From an optimization exercise on the open Yosys and OpenROAD flow, aimed at small area, a short achievable clock period and few clock cycles per item; shortcuts taken in it are not production practice. Function was checked by simulation only, so behaviour that the tests miss may differ from the original.

## flow/run.sh

```bash
#!/bin/bash
# synth_recipe.tcl (not shown) runs the flow's synth.tcl, then flattens the netlist and writes it again
# the make line also repeats each setting of config.mk as NAME=value (left out here)
make -C /OpenROAD-flow-scripts/flow DESIGN_CONFIG=/design/flow/config.mk WORK_HOME=/design/flow/orfs CLKGATE_MAP_FILE= SYNTH_SCRIPT=/design/flow/synth_recipe.tcl finish
```

## flow/config.mk

```make
export PLATFORM = sky130hd
export DESIGN_NAME = bbfau_exec
export DESIGN_NICKNAME = bbfau_exec
export VERILOG_FILES = /design/flow/design.v
export SDC_FILE = /design/flow/constraint.sdc
export NUM_CORES = 4
export LEC_CHECK = 0
export CAP_MARGIN = 20
export CORE_MARGIN = 2
export CORE_UTILIZATION = 30
export SLEW_MARGIN = 20
```

## flow/constraint.sdc

```tcl
create_clock -name core_clock -period 36.0 [get_ports {clk}]
set_input_delay 7.2000 -clock core_clock [delete_from_list [all_inputs] [get_ports {clk}]]
set_output_delay 7.2000 -clock core_clock [all_outputs]
set_load 0.01 [all_outputs]
```

## flow/design.v

```verilog
module bbfau_mul32 (
    input  wire [31:0] x,
    input  wire [31:0] y,
    output wire [63:0] t
);
    assign t = x * y;
endmodule
module bbfau_redc (
    input  wire [63:0] t,
    output wire [31:0] z
);
    localparam [31:0] P = 32'd2013265921;
    wire [31:0] tl = t[31:0];
    wire [31:0] th = t[63:32];
    wire [4:0]  k5 = {t[0], 4'b0} - t[4:0];
    wire [31:0] m  = {k5, 27'b0} - tl;
    wire        nz = |tl;
    wire [37:0] s  = {2'b0, m, 4'b0} - {6'b0, m} + {33'b0, m[31:27]}
                   + {1'b0, th + {31'b0, nz}, 5'b0};
    wire [32:0] h  = s[37:5];
    wire [32:0] hp = h - {1'b0, P};
    assign z = hp[32] ? h[31:0] : hp[31:0];
endmodule
module bbfau_montmul (
    input  wire [31:0] x,
    input  wire [31:0] y,
    output wire [31:0] z
);
    wire [63:0] t;
    bbfau_mul32 u_mul (.x(x), .y(y), .t(t));
    bbfau_redc  u_redc (.t(t), .z(z));
endmodule
module bbfau_exec (
    input  wire         clk,
    input  wire         rst,         
    input  wire         in_valid,
    output wire         in_ready,
    input  wire [7:0]   in_op,
    input  wire [127:0] in_a,        
    input  wire [127:0] in_b,
    input  wire [63:0]  in_e,        
    output reg          out_valid,
    output wire [127:0] out_res,
    output reg  [1:0]   out_code     
);
    localparam [31:0] P      = 32'd2013265921;
    localparam [31:0] ONE_M  = 32'd268435454;     
    localparam [31:0] R2     = 32'd1172168163;    
    localparam [31:0] C11    = 32'd939524073;     
    localparam [30:0] INV_E  = 31'h77FFFFFF;      
    localparam [1:0] CODE_OK = 2'd0, CODE_ILLEGAL = 2'd1, CODE_NOINV = 2'd2;
    function [31:0] add_p(input [31:0] x, input [31:0] y);
        reg [32:0] s, d;
        begin
            s = {1'b0, x} + {1'b0, y};
            d = s - {1'b0, P};
            add_p = d[32] ? s[31:0] : d[31:0];
        end
    endfunction
    function [31:0] sub_p(input [31:0] x, input [31:0] y);
        reg [32:0] d;
        begin
            d = {1'b0, x} - {1'b0, y};
            sub_p = d[32] ? (d[31:0] + P) : d[31:0];
        end
    endfunction
    function [3:0] mod15_37(input [36:0] v);
        reg [7:0] s;
        reg [4:0] u;
        begin
            s = v[3:0] + v[7:4] + v[11:8] + v[15:12] + v[19:16]
              + v[23:20] + v[27:24] + v[31:28] + v[35:32] + v[36];
            u = s[3:0] + s[7:4];                        
            u = (u >= 5'd15) ? (u - 5'd15) : u;         
            mod15_37 = (u[3:0] == 4'd15) ? 4'd0 : u[3:0];
        end
    endfunction
    reg [31:0] A [0:3];
    reg [31:0] B [0:3];
    reg [31:0] R [0:3];
    reg [31:0] X;
    reg        busy;
    reg        c_dir, c_m1, c_m2, c_ln, c_ln2, c_es, c_em, c_pw;
    reg        mont, f_sq, f_b0, f_enc, f_dec, f_inv;
    reg        a_add, a_sub, a_neg, a_cmp, a_bc, a_padd, a_psub;
    reg [1:0]  code_r;
    reg [4:0]  st;
    reg        pw_loop, pw_b, lastbit, rset, ezero;
    reg [30:0] E;
    reg        s2_v, s2_dx, s2_acc, s2_scal, s2_fin;
    reg [1:0]  s2_dl;
    reg [63:0] t_r;
    assign out_res = {R[3], R[2], R[1], R[0]};
    reg        iss, dir_go, lst;
    reg        x_a, x_r, x_x;           
    reg [1:0]  xi;
    reg [31:0] kx;
    reg        y_b, y_a, y_r, y_x;      
    reg [1:0]  yi;
    reg [31:0] ky;
    reg [1:0]  dl;
    reg        dx, acc, scal, fin;
    reg [1:0]  k2, n2, j2;
    reg        use_v;
    reg [1:0]  vk;
    always @(*) begin
        iss = 1'b0; dir_go = 1'b0; lst = 1'b0;
        x_a = 1'b0; x_r = 1'b0; x_x = 1'b0; xi = 2'd0; kx = ONE_M;
        y_b = 1'b0; y_a = 1'b0; y_r = 1'b0; y_x = 1'b0; yi = 2'd0; ky = R2;
        dl = 2'd0; dx = 1'b0; acc = 1'b0; scal = 1'b0; fin = 1'b0;
        k2 = 2'd0; n2 = 2'd0; j2 = 2'd0; use_v = 1'b0; vk = 2'd0;
        if (busy) begin
            case (1'b1)
            c_dir: begin
                if (!s2_v) begin dir_go = 1'b1; lst = 1'b1; end
            end
            c_m1: begin
                iss = 1'b1; x_a = 1'b1; use_v = 1'b1;
                scal = 1'b1; fin = 1'b1; lst = 1'b1;
            end
            c_m2: begin
                if (st[1]) begin
                    iss = 1'b1; x_r = 1'b1; ky = R2;
                    scal = 1'b1; fin = 1'b1; lst = 1'b1;
                end else if (!st[0]) begin
                    iss = 1'b1; x_a = 1'b1; use_v = 1'b1; scal = 1'b1;
                end
            end
            c_ln: begin
                iss = 1'b1; x_a = 1'b1; xi = st[1:0]; use_v = 1'b1; vk = st[1:0];
                dl = st[1:0];
                fin = (st[1:0] == 2'd3); lst = fin;
            end
            c_ln2: begin
                k2 = {st[2], st[0]};
                iss = 1'b1; xi = k2; dl = k2;
                if (!st[1]) begin x_a = 1'b1; use_v = 1'b1; vk = k2; end
                else        begin x_r = 1'b1; ky = R2;   end
                fin = (st[2:0] == 3'd7); lst = fin;
            end
            c_es: begin
                k2 = {st[2], st[0]};
                if (st == 5'd0) begin
                    iss = 1'b1; kx = R2; y_b = 1'b1; dx = 1'b1;
                end else if (st != 5'd1) begin
                    iss = 1'b1; x_a = 1'b1; xi = k2; y_x = 1'b1; dl = k2;
                    fin = (st == 5'd5); lst = fin;
                end
            end
            c_em: begin
                iss = 1'b1;
                if (st[4:2] == 3'b111) begin
                    kx = C11; y_b = 1'b1; yi = st[1:0]; dl = st[1:0];
                end else if (!st[4]) begin
                    k2 = st[3:2]; n2 = st[1:0]; j2 = k2 - n2;
                    x_a = 1'b1; xi = n2; yi = j2;
                    if (n2 > k2) y_r = 1'b1; else y_b = 1'b1;
                    dl = k2; acc = (n2 != 2'd0);
                    fin = mont && (st[3:0] == 4'd15); lst = fin;
                end else begin
                    x_r = 1'b1; xi = st[1:0]; ky = R2; dl = st[1:0];
                    fin = (st[1:0] == 2'd3); lst = fin;
                end
            end
            c_pw: begin
                if (!pw_loop) begin
                    if (!st[0]) begin
                        iss = 1'b1; x_a = 1'b1; ky = mont ? ONE_M : R2; dx = 1'b1;
                    end else if (ezero) begin
                        iss = 1'b1; kx = ONE_M; ky = mont ? ONE_M : 32'd1;
                        scal = 1'b1; fin = 1'b1; lst = 1'b1;
                    end
                end else if (!pw_b) begin
                    if (!lastbit) begin
                        iss = 1'b1; x_x = 1'b1; y_x = 1'b1; dx = 1'b1;
                    end
                end else if (E[0]) begin
                    iss = 1'b1; x_x = 1'b1;
                    if (rset) y_r = 1'b1;
                    else      ky = mont ? ONE_M : 32'd1;
                    scal = 1'b1; fin = lastbit; lst = lastbit;
                end
            end
            default: ;
            endcase
        end
        if (use_v) begin
            if (f_sq)       begin y_a = 1'b1; yi = vk;   end
            else if (f_b0)  begin y_b = 1'b1; yi = 2'd0; end
            else if (f_enc) ky = R2;
            else if (f_dec) ky = 32'd1;
            else            begin y_b = 1'b1; yi = vk;   end
        end
    end
    assign in_ready = !busy || lst;
    wire accept = in_valid && in_ready;
    wire [31:0] mm_x = x_a ? A[xi] : x_r ? R[xi] : x_x ? X : kx;
    wire [31:0] mm_y = y_b ? B[yi] : y_a ? A[yi] : y_r ? R[yi] : y_x ? X : ky;
    wire [63:0] mm_t;
    bbfau_mul32 u_mul (.x(mm_x), .y(mm_y), .t(mm_t));
    wire [31:0] z;
    bbfau_redc u_redc (.t(t_r), .z(z));
    wire [31:0] zacc = s2_acc ? add_p(R[s2_dl], z) : z;
    wire [31:0] sx0 = a_neg ? 32'd0 : A[0];
    wire [31:0] sy0 = a_neg ? A[0]  : B[0];
    wire [31:0] sum0 = add_p(A[0], B[0]);
    wire [31:0] dif0 = sub_p(sx0, sy0);
    wire [31:0] cmpv = (A[0] == B[0]) ? 32'd0 : (A[0] < B[0]) ? 32'd1 : 32'd2;
    wire [63:0] e_raw = {B[1], B[0]};
    wire [30:0] e_red = f_inv ? INV_E :
                        (A[0] == 32'd0) ? {30'd0, |e_raw} :
                        {mod15_37(e_raw[63:27]), e_raw[26:0]};
    integer k;
    always @(posedge clk) begin
        if (in_ready) begin
            for (k = 0; k < 4; k = k + 1) A[k] <= in_a[32*k +: 32];
            if (in_op == 8'h16 || in_op == 8'h96) begin
                B[0] <= in_e[31:0];
                B[1] <= in_e[63:32];
            end else begin
                B[0] <= in_b[31:0];
                B[1] <= in_b[63:32];
            end
            B[2] <= in_b[95:64];
            B[3] <= in_b[127:96];
        end
        t_r     <= mm_t;
        s2_dl   <= dl;
        s2_dx   <= dx;
        s2_acc  <= acc;
        s2_scal <= scal;
        s2_fin  <= fin;
        if (s2_v) begin
            if (s2_dx) X <= z;
            else begin
                R[s2_dl] <= zacc;
                if (s2_scal) begin R[1] <= 32'd0; R[2] <= 32'd0; R[3] <= 32'd0; end
            end
        end
        if (dir_go) begin
            if (a_bc) begin
                for (k = 0; k < 4; k = k + 1) R[k] <= A[0];
            end else if (a_padd) begin
                for (k = 0; k < 4; k = k + 1) R[k] <= add_p(A[k], B[k]);
            end else if (a_psub) begin
                for (k = 0; k < 4; k = k + 1) R[k] <= sub_p(A[k], B[k]);
            end else begin
                R[0] <= a_add ? sum0 : a_cmp ? cmpv : dif0;
                R[1] <= 32'd0; R[2] <= 32'd0; R[3] <= 32'd0;
            end
        end
        out_code <= dir_go ? code_r : CODE_OK;
        if (busy) begin
            if (c_pw) begin
                if (!pw_loop) begin
                    st <= st + 5'd1;
                    if (!st[0]) begin
                        E       <= e_red;
                        ezero   <= (e_red == 31'd0);
                        lastbit <= (e_red[30:1] == 30'd0);
                    end else begin
                        pw_loop <= 1'b1;
                        pw_b    <= 1'b0;
                    end
                end else begin
                    pw_b <= !pw_b;
                    if (pw_b) begin
                        E       <= E >> 1;
                        lastbit <= (E[30:2] == 29'd0);
                        rset    <= rset | E[0];
                    end
                end
            end else begin
                st <= st + 5'd1;
            end
            if (lst) busy <= 1'b0;
        end
        if (accept) begin
            busy    <= 1'b1;
            st      <= (in_op == 8'h20 || in_op == 8'hA0) ? 5'd29 : 5'd0;
            pw_loop <= 1'b0;
            pw_b    <= 1'b0;
            rset    <= 1'b0;
            mont    <= in_op[7];
            c_dir <= 1'b0; c_m1 <= 1'b0; c_m2 <= 1'b0; c_ln <= 1'b0;
            c_ln2 <= 1'b0; c_es <= 1'b0; c_em <= 1'b0; c_pw <= 1'b0;
            f_sq  <= 1'b0; f_b0 <= 1'b0; f_enc <= 1'b0; f_dec <= 1'b0; f_inv <= 1'b0;
            a_add <= 1'b0; a_sub <= 1'b0; a_neg <= 1'b0; a_cmp <= 1'b0;
            a_bc  <= 1'b0; a_padd <= 1'b0; a_psub <= 1'b0;
            code_r <= CODE_OK;
            case (in_op)
                8'h09: begin c_dir <= 1'b1; a_bc   <= 1'b1; end
                8'h10: begin c_dir <= 1'b1; a_add  <= 1'b1; end
                8'h11: begin c_dir <= 1'b1; a_sub  <= 1'b1; end
                8'h12: begin c_dir <= 1'b1; a_neg  <= 1'b1; end
                8'h17: begin c_dir <= 1'b1; a_cmp  <= 1'b1; end
                8'h30: begin c_dir <= 1'b1; a_padd <= 1'b1; end
                8'h31: begin c_dir <= 1'b1; a_psub <= 1'b1; end
                8'h93: begin c_m1 <= 1'b1; end
                8'h94: begin c_m1 <= 1'b1; f_sq <= 1'b1; end
                8'h13: begin c_m2 <= 1'b1; end
                8'h14: begin c_m2 <= 1'b1; f_sq <= 1'b1; end
                8'hB2: begin c_ln <= 1'b1; end
                8'hB3: begin c_ln <= 1'b1; f_sq <= 1'b1; end
                8'hA1: begin c_ln <= 1'b1; f_b0 <= 1'b1; end
                8'h1A: begin c_ln <= 1'b1; f_enc <= 1'b1; end
                8'h1B: begin c_ln <= 1'b1; f_dec <= 1'b1; end
                8'h32: begin c_ln2 <= 1'b1; end
                8'h33: begin c_ln2 <= 1'b1; f_sq <= 1'b1; end
                8'h21: begin c_es <= 1'b1; end
                8'h20, 8'hA0: begin c_em <= 1'b1; end
                8'h16, 8'h96: begin c_pw <= 1'b1; end
                8'h15, 8'h95: begin
                    if (in_a[31:0] == 32'd0) begin
                        c_dir <= 1'b1; code_r <= CODE_NOINV;
                    end else begin
                        c_pw <= 1'b1; f_inv <= 1'b1;
                    end
                end
                default: begin c_dir <= 1'b1; code_r <= CODE_ILLEGAL; end
            endcase
        end
        if (rst) begin
            busy      <= 1'b0;
            s2_v      <= 1'b0;
            out_valid <= 1'b0;
        end else begin
            s2_v      <= iss;
            out_valid <= (s2_v && s2_fin) || dir_go;
        end
    end
endmodule
```

==> impl_metrics.env <==
export IMPL_use_met3_pct=10.64
export IMPL_netlist_area_mm2=0.09051
export IMPL_synth_top_cell_area_share_pct=20.68
export IMPL_ctsResizeCount=0
export IMPL_path_clk_slew_ns=0.06
export IMPL_cts_setup_buffers=0
export IMPL_min_period_ns=17.40
export IMPL_fin_tns_setup_ns=0
export IMPL_synth_cell_types=118
export IMPL_worst_hold_path_type="reg2reg"
export IMPL_ys_flop_type="edfxtp_1"
export IMPL_drcViolationCount=0
export IMPL_grt_pass1_wl_um=652700
export IMPL_muxShareOfSynthArea_pct=4.745
export IMPL_holdBufCountCts=0
export IMPL_core_area_mm2=0.3000
export IMPL_synth_most_common_cell="inv_1"
export IMPL_n_fill_cell=31130
export IMPL_synthXorXnorAreaFrac_pct=7.254
export IMPL_synth_seq_area_share_pct=17.52
export IMPL_ys_top_cells_by_count="inv_1 (1510), nand2_1 (1243), fa_1 (935)"
export IMPL_cts_buffers=73
export IMPL_wl_per_cell_um=31.59
export IMPL_num_rows=201
export IMPL_endpoint="R[3][12]"
export IMPL_die_area_mm2=0.3061
export IMPL_vias_per_cell=5.678
export IMPL_hold_viol=0
export IMPL_layout_nets=12800
export IMPL_cts_sinks=554
export IMPL_syn_nets=12530
export IMPL_maxCapViolCount=0
export IMPL_synth_warnings=3
export IMPL_fin_cells=14920
export IMPL_multi_input_area_mm2=0.06774
export IMPL_initial_core_util_pct=30.17
export IMPL_cts_tree="done"
export IMPL_synthCells=10590
export IMPL_path_class="reg2reg"
export IMPL_synth_area_per_cell_um2=8.549
export IMPL_yosys_area_share_simple_pct=17.67
export IMPL_gr_total_overflow=0
export IMPL_drt_iter0_drc=10120
export IMPL_critPathArrivalTime_ns=17.85
export IMPL_grt_util_met1_pct=35.37
export IMPL_status="no timing/DRC/antenna violations"
export IMPL_seq_area_mm2=0.01586
export IMPL_root_buffer="clkbuf_16"
export IMPL_grt_pass1_vias=82190
export IMPL_layout_drive_gt1_share_pct=6.945
export IMPL_synth_top_family_by_area="adder cells"
export IMPL_critical_path_peak_fanout=14
export IMPL_holdWs_ns=0.4509
export IMPL_grt_busiest_layer="met2"
export IMPL_areaGrowthSynthToFinish_pct=13.95
export IMPL_cp_startpoint="t_r[0]"
export IMPL_slowest_stage="xnor2_1"
export IMPL_drv_slew=0
export IMPL_r2r_slack_ns=18.60
export IMPL_min_delay_start="code_r[1]"
export IMPL_numPortBuffers=462
export IMPL_clk_path_buf_depth=3
export IMPL_placedCellCount=14730
export IMPL_yosys_area_top_type="fa_1"
export IMPL_crit_path_start_kind="flip-flop"
export IMPL_cpPeakStageDelay_ns=0.93
export IMPL_insertion_delay_ns=0.75
export IMPL_async_flop_share_pct=0
export IMPL_finalSetupViolations=0
export IMPL_antenna_found_initial=64
export IMPL_synth_seq_cells=554
export IMPL_die_w_um=553.3
export IMPL_yosys_area_share_adder_pct=30.07
export IMPL_r2r_start="t_r[0]"
export IMPL_synth_enable_flop_cells=476
export IMPL_rr_endpoint="R[3][12]"
export IMPL_track_usage_pct=30.31
export IMPL_grt_max_degree=164
export IMPL_rsz0062_at_grt="false"
export IMPL_use_met2_pct=45.19
export IMPL_vias=84710
export IMPL_rr_worst_depth=60
export IMPL_skew_ns=0.06546
export IMPL_synth_compound_area_share_pct=14.40
export IMPL_synth_area_leaders="fa_1 (21%), edfxtp_1 (16%), ha_1 (9.4%), inv_1 (6.3%), nand2_1 (5.2%)"
export IMPL_slew_headroom_pct=7.434
export IMPL_critPathRequiredTime_ns=36.45
export IMPL_dp_hpwl_um=379600
export IMPL_cts_htree_levels=3
export IMPL_routed_wl_um=471200
export IMPL_dieHeight_um=553.3
export IMPL_critPathCaptureType="flip-flop"
export IMPL_fmax_mhz=57.48
export IMPL_gp_congestion=1.134
export IMPL_tightest_slew_ns=1.374
export IMPL_io_pins=463
export IMPL_drt_pass1_iter_count=7
export IMPL_drtAntennaViolNets=0
export IMPL_post_route_period_util_pct=48.33
[cells by family after synthesis]
| logic type | Yosys count |
|---|---|
| flops | 554 |
| compound gates | 2009 |
| fa+ha+maj | 1614 |
| buf+inv | 2007 |
| mux | 260 |
| simple gates | 3395 |
| xor+xnor | 748 |
[flip-flops by register name, indices dropped and copies added (netlist names), 2 cells and up]
signal,cells
A,128
st,5
code_r,2
t_r,64
s2_dl,2
X,32
B,128
out_code,2
R,128
E,31
[per-layer routing]
metal / up-vias / wire length (um)
li1: 36230 / -
met1: 41920 / 173000
met2: 5097 / 199500
met3: 1430 / 51860
met4: 36 / 46390
met5: - / 502
[worst min-delay path by stage]
stage                  endpoint  slack (ns)  depth (start not counted)
floorplan           out_code[0]        0.42                          1
global placement    out_code[1]        0.45                          1
detailed placement  out_code[1]        0.45                          1
CTS                 out_code[1]        0.46                          1
global route        out_code[0]        0.48                          1
finish              out_code[1]        0.45                          1
[area by class of cell]
cell class | instances | area share, %
clock buffers | 96 | 1.916
diodes | 47 | 0.1140
repair buffers | 692 | 6.217
flip-flops and latches | 554 | 15.38
inverters | 1511 | 5.507
clock inverters | 35 | 0.3810
well taps | 3958 | 4.802
multi-input cells | 8026 | 65.68
[worst max-delay path, delay by kind of cell, from the launching register on]
family	cells	cell delay (ns)
AOI/OAI and AO/OA	28	6.90
DFF	1	0.61
buffers and inverters	2	0.31
adders and majority gates	4	1.43
and+or+nand+nor	20	5.26
xor gates and xnor gates	6	2.54
[cell usage in the layout (no fill, tap or decap), types with 97 or more instances in the layout]
cell / Yosys / layout
a21o_1: 150 / 150
a21oi_1: 558 / 552
and2_1: 157 / 153
buf_4: 1 / 220
clkdlybuf4s50_1: 0 / 462
edfxtp_1: 476 / 476
fa_1: 935 / 935
ha_1: 679 / 679
inv_1: 1510 / 1509
mux4_2: 127 / 127
nand2_1: 1243 / 1236
nand2b_1: 98 / 97
nand3_1: 200 / 200
nor2_1: 797 / 778
nor2b_1: 189 / 189
nor3_1: 184 / 179
o21ai_0: 440 / 417
or3_1: 110 / 109
xnor2_1: 507 / 503
xor2_1: 240 / 238
[metrics by stage]
stage / utilization [%] / instance area (um2) / setup slack [ns]
after floorplan: - / 90510 / 22.12
after global placement: 33.47 / 100400 / 19.26
after detailed placement: 33.48 / 100400 / 19.31
after CTS: 34.27 / 102800 / 19.17
after global routing: 34.34 / 103000 / 17.49
final: 34.37 / 103100 / 18.60
Testbench counts, summed over its fixed seeds: cycles 41,703, commands 4,800.

-- afterwards: timing with drivers on the ports --
No port has a modelled driver above. Below, the same layout with a new extraction and two added sets of constraints.
Step 1 sets driving cells, clkbuf_16 on the clock port and buf_2 on the other inputs (assumed; they add their load-dependent delay and slew).
Step 2 adds t to the input delays and takes it off the output delays; t is the mean of the earliest and latest rising clock arrival at the registers after step 1. Input paths then give back, and output paths get back, about the clock's delay inside the block.
Three values: no drivers, after step 1, after step 2; two values: the first two.
shift t [ns]: 0.837
setup slack, ns: 18.603 / 18.603 / 18.603
worst setup path after step 2: register to register
After both steps this run still meets setup and hold. For this run, drivers alone change the setup slack by 0.000 ns; drivers and shift together by 0.000 ns.
